Background: an optimization exercise with open tools, aiming at small area, a short achievable clock period and few clock cycles. Do not read the settings as production practice.
Only simulation tests tie the RTL to the original design; equivalence was not proved.
Power and IR drop assume default switching activity.

==> flow/design.v (outline; a module is shown in full before it is edited, if it fits) <==
// module fcs_stats: 459 lines
// module fcs_sum4: 69 lines
// module fcs_sum8: 197 lines
// module fcs_tst: 210 lines
module fcs_stats (
    input             clk,
    input             rst,
    input             req_valid,
    output            req_ready,
    input      [63:0] req_word,
    input             push_valid,
    input      [15:0] push_count,
    output reg        resp_valid,
    output     [31:0] resp_res,
    output     [55:0] resp_str,
    output     [2:0]  resp_len,
    output     [2:0]  resp_fault
);
  // ...
==> flow/run.sh <==
#!/bin/bash
# synth_recipe.tcl (not shown) runs the flow's synth.tcl, then flattens the netlist and writes it again
# the make line also repeats each setting of config.mk as NAME=value (left out here)
make -C /OpenROAD-flow-scripts/flow DESIGN_CONFIG=/design/flow/config.mk WORK_HOME=/design/flow/orfs CLKGATE_MAP_FILE= SYNTH_SCRIPT=/design/flow/synth_recipe.tcl finish
==> flow/config.mk <==
export PLATFORM = sky130hd
export DESIGN_NAME = fcs_stats
export DESIGN_NICKNAME = fcs_stats
export VERILOG_FILES = /design/flow/design.v
export SDC_FILE = /design/flow/constraint.sdc
export NUM_CORES = 4
export LEC_CHECK = 0
export CAP_MARGIN = 20
export CORE_MARGIN = 2
export CORE_UTILIZATION = 40
export PLACE_DENSITY = 0.6
export SLEW_MARGIN = 20
==> flow/constraint.sdc <==
create_clock -name core_clock -period 9.0 [get_ports {clk}]
set_input_delay 1.8000 -clock core_clock [delete_from_list [all_inputs] [get_ports {clk}]]
set_output_delay 1.8000 -clock core_clock [all_outputs]
set_load 0.01 [all_outputs]
==> reports/results.txt, run 1 <==
status - no timing/DRC/antenna violations
Synth Area in Compound Gates - 22.54%
Seq area share - 19.08%
R2R depth - 35
Global Route Usage Sum - 25.77%
layout cell share with drive strength beyond 1 - 10.77%
I/O pins - 180
worst clock skew - 0.04426 ns
WP data arrival - 8.89 ns
detailed placer's ending HPWL - 115.3 mm
Main synth FF type - edfxtp_1
Seq group - 1.81 mW
asr flop ratio synth - 0%
Non-Filler Instances - 6865
Psw - 4.894 mW
total grt overflow - 0
EDFF count, synth - 246
synth cell count leaders - 535 x nor2_1, 502 x nand2_1, 432 x a21oi_1
Yosys warnings - 7
final wirelength - 146.3 mm
filler cell count - 10460
Setup TNS Final - 0 ns
Min Clock Period, post-route - 8.572 ns
Crit Path Max Fanout - 13
nets - 6024
met1 Track Usage GR - 36.51%
Port Buf Inserts - 152
num sequential - 343
most common cell after layout, fill and taps aside - nor2_1
vias post-DR - 40150
die height - 331.6 um
Switching Fraction - 46.19%
final core utilization - 45.86%
Testbench counts, summed over its fixed seeds: cycles 21,887.
==> run 2: changes to the inputs <==
--- a/flow/config.mk
+++ b/flow/config.mk
@@ -5,6 +5,7 @@
 export SDC_FILE = /design/flow/constraint.sdc
 export NUM_CORES = 4
 export LEC_CHECK = 0
+export ABC_AREA = 1
 export CAP_MARGIN = 20
 export CORE_MARGIN = 2
 export CORE_UTILIZATION = 40
==> run 2 against run 1 <==
Against the previous run:
- still clean
- synthesized area shrank 7.2%
- die area down 7.2%
- hold slack improved by 0.016 ns
- power rose by 8.0%
- wire length is 9.0% lower
- via count decreased by 5.3%
- clock skew fell by 0.013 ns
- final area shrank 9.7%
- largest power group unchanged
==> reports/results.txt, run 2 <==
fin area - 44210 um2
Die W - 319.5 um
Seq/Total Area, Yosys - 23.42%
final hold violations - 0
clock buffer depth - 3
max reg flops - 128
Clock Latency Late Sink - 0.61 ns
CTS sink count - 343
CP max-delay cell - clkdlybuf4s50_1
Combinational Power Share - 68.7%
CP Launch Type - flip-flop
vias post-DR - 38010 (-5.3%)
maximum VDD drop - 0.5996 mV
Tcrit/Tclk final - 95.66%
most frequent cells in the layout - 958 x nand2_1, 899 x inv_1, 513 x nor2_1, 458 x o21ai_0, 424 x a21oi_1
Main synth FF type - edfxtp_1
clock-pin transition on the worst setup and hold timing paths - 0.06 ns
WP data arrival - 6.81 ns (-2.08 ns)
Root Driver - clkbuf_16
Initial Util - 40.41%
Post-route DRC - 0
detailed placer's ending HPWL - 109.0 mm (-5.5%)
vias in the first global route - 35590
Psw - 6.161 mW (+26%)
EDFF count, synth - 246 (unchanged)
Worst Path Required - 7.20 ns
Final Setup Violations - 0
power share of the clock group - 15.8%
drt via density - 5.486
initial antenna violation count - 5
most frequent cell after synthesis - nand2_1
most common cell after layout, fill and taps aside - nand2_1
Final ANT Viol Nets - 0
Crit. End Element - primary output
Max Clock Freq - 116.2 MHz
first-pass GRT wire length - 205.8 mm
WS Path Type - reg2out
internal power - 5.284 mW
HP Class - reg2reg
number of CTS-inserted buffers - 43
Port Buf Inserts - 152 (unchanged)
Yosys cell types - 79
r2r startpoint - c_cursor[1]
Synth Instances - 5514
Yosys reg bits - 343
asr flop ratio synth - 0% (unchanged)
die area - 102100 um2
Setup TNS Final - 0 ns (unchanged)
GPL Wtd Cong - 0.9518
worst clock skew - 0.03159 ns (-0.01266 ns)
max_cap viols - 0
average footprint of a synthesized cell - 7.223 um2
Area contributors post-synth - edfxtp_1 19%, fa_1 11%, ha_1 9.5%, nand2_1 9.0%, inv_1 8.5%
area leader, netlist - edfxtp_1
DRT iter0 DRCs - 3624
RSZ-0062 raised after global routing - false
I/O pins - 180 (unchanged)
Largest regs - rb (128), x (32), s_total (19)
final wirelength - 133.1 mm (-9.0%)
Antenna Cells - 0
Switching Fraction - 53.83% (+7.6 points)
area of the multi-input gates - 26280 um2
Core Region - 98560 um2
H-tree depth - 2
nets - 6207 (+3.0%)
Global Route Usage Sum - 25.53% (-0.24 points)
Yosys warnings - 7 (unchanged)
Hold Crit Start - s_short[3]
layout cell share with drive strength beyond 1 - 5.530% (-5.2 points)
Worst slew margin - 28.68%
synth cell count leaders - 958 x nand2_1, 901 x inv_1, 516 x nor2_1
Min Clock Period, post-route - 8.609 ns (+0.03730 ns)
area share of the largest cell type after synthesis - 18.55%
area post-placement - 42730 um2
Reg with most FFs - rb
status - no timing/DRC/antenna violations
most used cell, CP - fa_1
Rows - 115
sequential share of power - 15.5%
Layout area overhead - 11.00%
Final Max Tran Viols - 0
CP max stage delay - 0.58 ns
TritonCTS clock tree - built
Crit Path Max Fanout - 21 (+8)
CP Cell Sequence - clkinvlp_4, or2_2, o21ai_2, inv_1, nand2_1, fa_1, fa_1, fa_1, inv_1, fa_1, ha_1, nand2_1, nor2_1, a211oi_1, o21ai_0, a221oi_1, a21oi_1, nor3_1, o22ai_1, nand2_1, o21ai_0, clkdlybuf4s50_1
total grt overflow - 0 (unchanged)
PwrDens - 258.9 nW/um2
die height - 319.5 um (-3.6%)
Post-CTS Setup Inserts - 0
filler cell count - 10070 (-3.7%)
Worst Tran Pin Value - 1.056 ns
Seq. cell area - 9331 um2
Routed wire per std cell - 19.21 um
largest net degree at the start of global routing - 97
1st-pass router iterations - 8
Netlist Area Pre-Place - 39830 um2
leakage power - 19.98 nW
Worst setup startpoint - t_exc
==> run 2: cell types whose count changed after synthesis, moves of 51 or more <==
cell	previous run	this run
o211ai_1	43	94
nand2b_1	58	1
a21o_1	89	14
nor2b_1	52	0
o21ai_0	301	458
xnor2_1	144	56
nor3_1	126	62
clkbuf_1	219	156
mux2i_1	209	2
nand3_1	78	216
inv_1	429	901
nand2_1	502	958
mux2_2	64	0
==> run 2: final timing paths <==
check,end,slack (ns),cells past startpoint
hold / removal,s_short[3],0.50,2
setup / recovery,resp_res[0],0.39,22
hold reg to reg,s_short[3],0.50,2
setup reg to reg,s_rlong[14],1.31,35
==> run 2: timing repair <==
action,in CTS,in global routing
endpoints found under the setup margin,0,1
resized for setup,0,8
hold endpoints to repair,0,0
hold buffers,0,0
==> run 2: power groups by stage <==
| stage | Clock (mW) | Sequential (mW) | Combinational, mW |
|---|---|---|---|
| after floorplan | 0 | 1.79 | 6.26 |
| after global placement | 0 | 1.80 | 7.63 |
| after detailed placement | 0 | 1.81 | 7.80 |
| after CTS | 1.85 | 1.77 | 7.83 |
| after global routing | 1.90 | 1.78 | 8.90 |
| final | 1.81 | 1.77 | 7.86 |
==> run 2: kinds of logic after synthesis <==
logic type,count (synthesis),share of synthesized area (%)
AND/OR/NAND/NOR,1968,20.96
AO/OA/AOI/OAI,1398,21.00
buffers and inverters,1135,10.98
adder cells (fa/ha/maj),516,20.26
flip-flops,343,23.42
XOR/XNOR,150,3.299
other,2,0.01886
multiplexers,2,0.05027
==> run 2: layer usage <==
metal | wire length (um) | global-route usage [%] | up-vias
met1 | 62710 | 37.28 | 17860
met2 | 57230 | 39.25 | 1323
met3 | 9881 | 4.053 | 166
met5 | 23 | 0 | -
li1 | - | - | 18650
met4 | 3292 | 6.279 | 4
==> run 2: stage by stage <==
stage / setup slack, ns / total power, mW / util (%) / std cells / hold slack (ns)
after floorplan: 2.164 / 8.050 / - / 5540 / 0.4417
after global placement: 0.7911 / 9.432 / 43.35 / 6849 / 0.4647
after detailed placement: 0.7910 / 9.607 / 43.35 / 6849 / 0.4815
after CTS: 0.1490 / 11.45 / 44.82 / 6929 / 0.4944
after global routing: 0.008618 / 12.58 / 44.85 / 6929 / 0.5023
final: 0.3907 / 11.45 / 44.85 / 6929 / 0.4987
==> run 2: critical path, delay by kind of cell, from the launching register on <==
family | cells | cell delay [ns]
adder cells (fa/ha/maj) | 5 | 2.25
AND/OR/NAND/NOR | 6 | 1.20
buffers and inverters | 4 | 1.19
AO/OA/AOI/OAI | 7 | 1.17
flip-flops | 1 | 0.41
==> run 2: cell type report <==
type	count	share of cell area [%]
Multi-Input combinational cell	4062	59.43
Inverter	942	8.010
Clock buffer	56	2.663
Timing Repair Buffer	215	4.520
Tap cell	1287	3.642
Sequential cell	343	21.11
Clock inverter	24	0.6226

[separate check: timing with driven ports]
No port has a modelled driver above. Below, the same layouts with a new extraction and two added sets of constraints.
Step 1 assumes that a clkbuf_16 drives the clock port and a buf_2 every other input.
Step 2 adds t to the input delays and takes it off the output delays; t is the mean of the earliest and latest rising clock arrival at the registers after step 1. Input paths then give back, and output paths get back, about the clock's delay inside the block.
a / b / c = ideal / step 1 / step 2; a / b = the first two.
run | t, ns | setup WS [ns] | worst setup path after step 2 | slew at the worst register clock pin (ns) | pins driven straight from the clock port
run 1 | 0.654 | 0.428 / 0.463 / -0.191 | input to register | 0.06 / 0.06 | 1
run 2 | 0.661 | 0.391 / 0.329 / 0.832 | input to register | 0.07 / 0.07 | 1
With both steps, setup timing fails in run 1, where it was met with ideal ports. For run 1, which loses most, drivers alone change the setup slack by +0.035 ns; drivers and shift together by -0.619 ns.
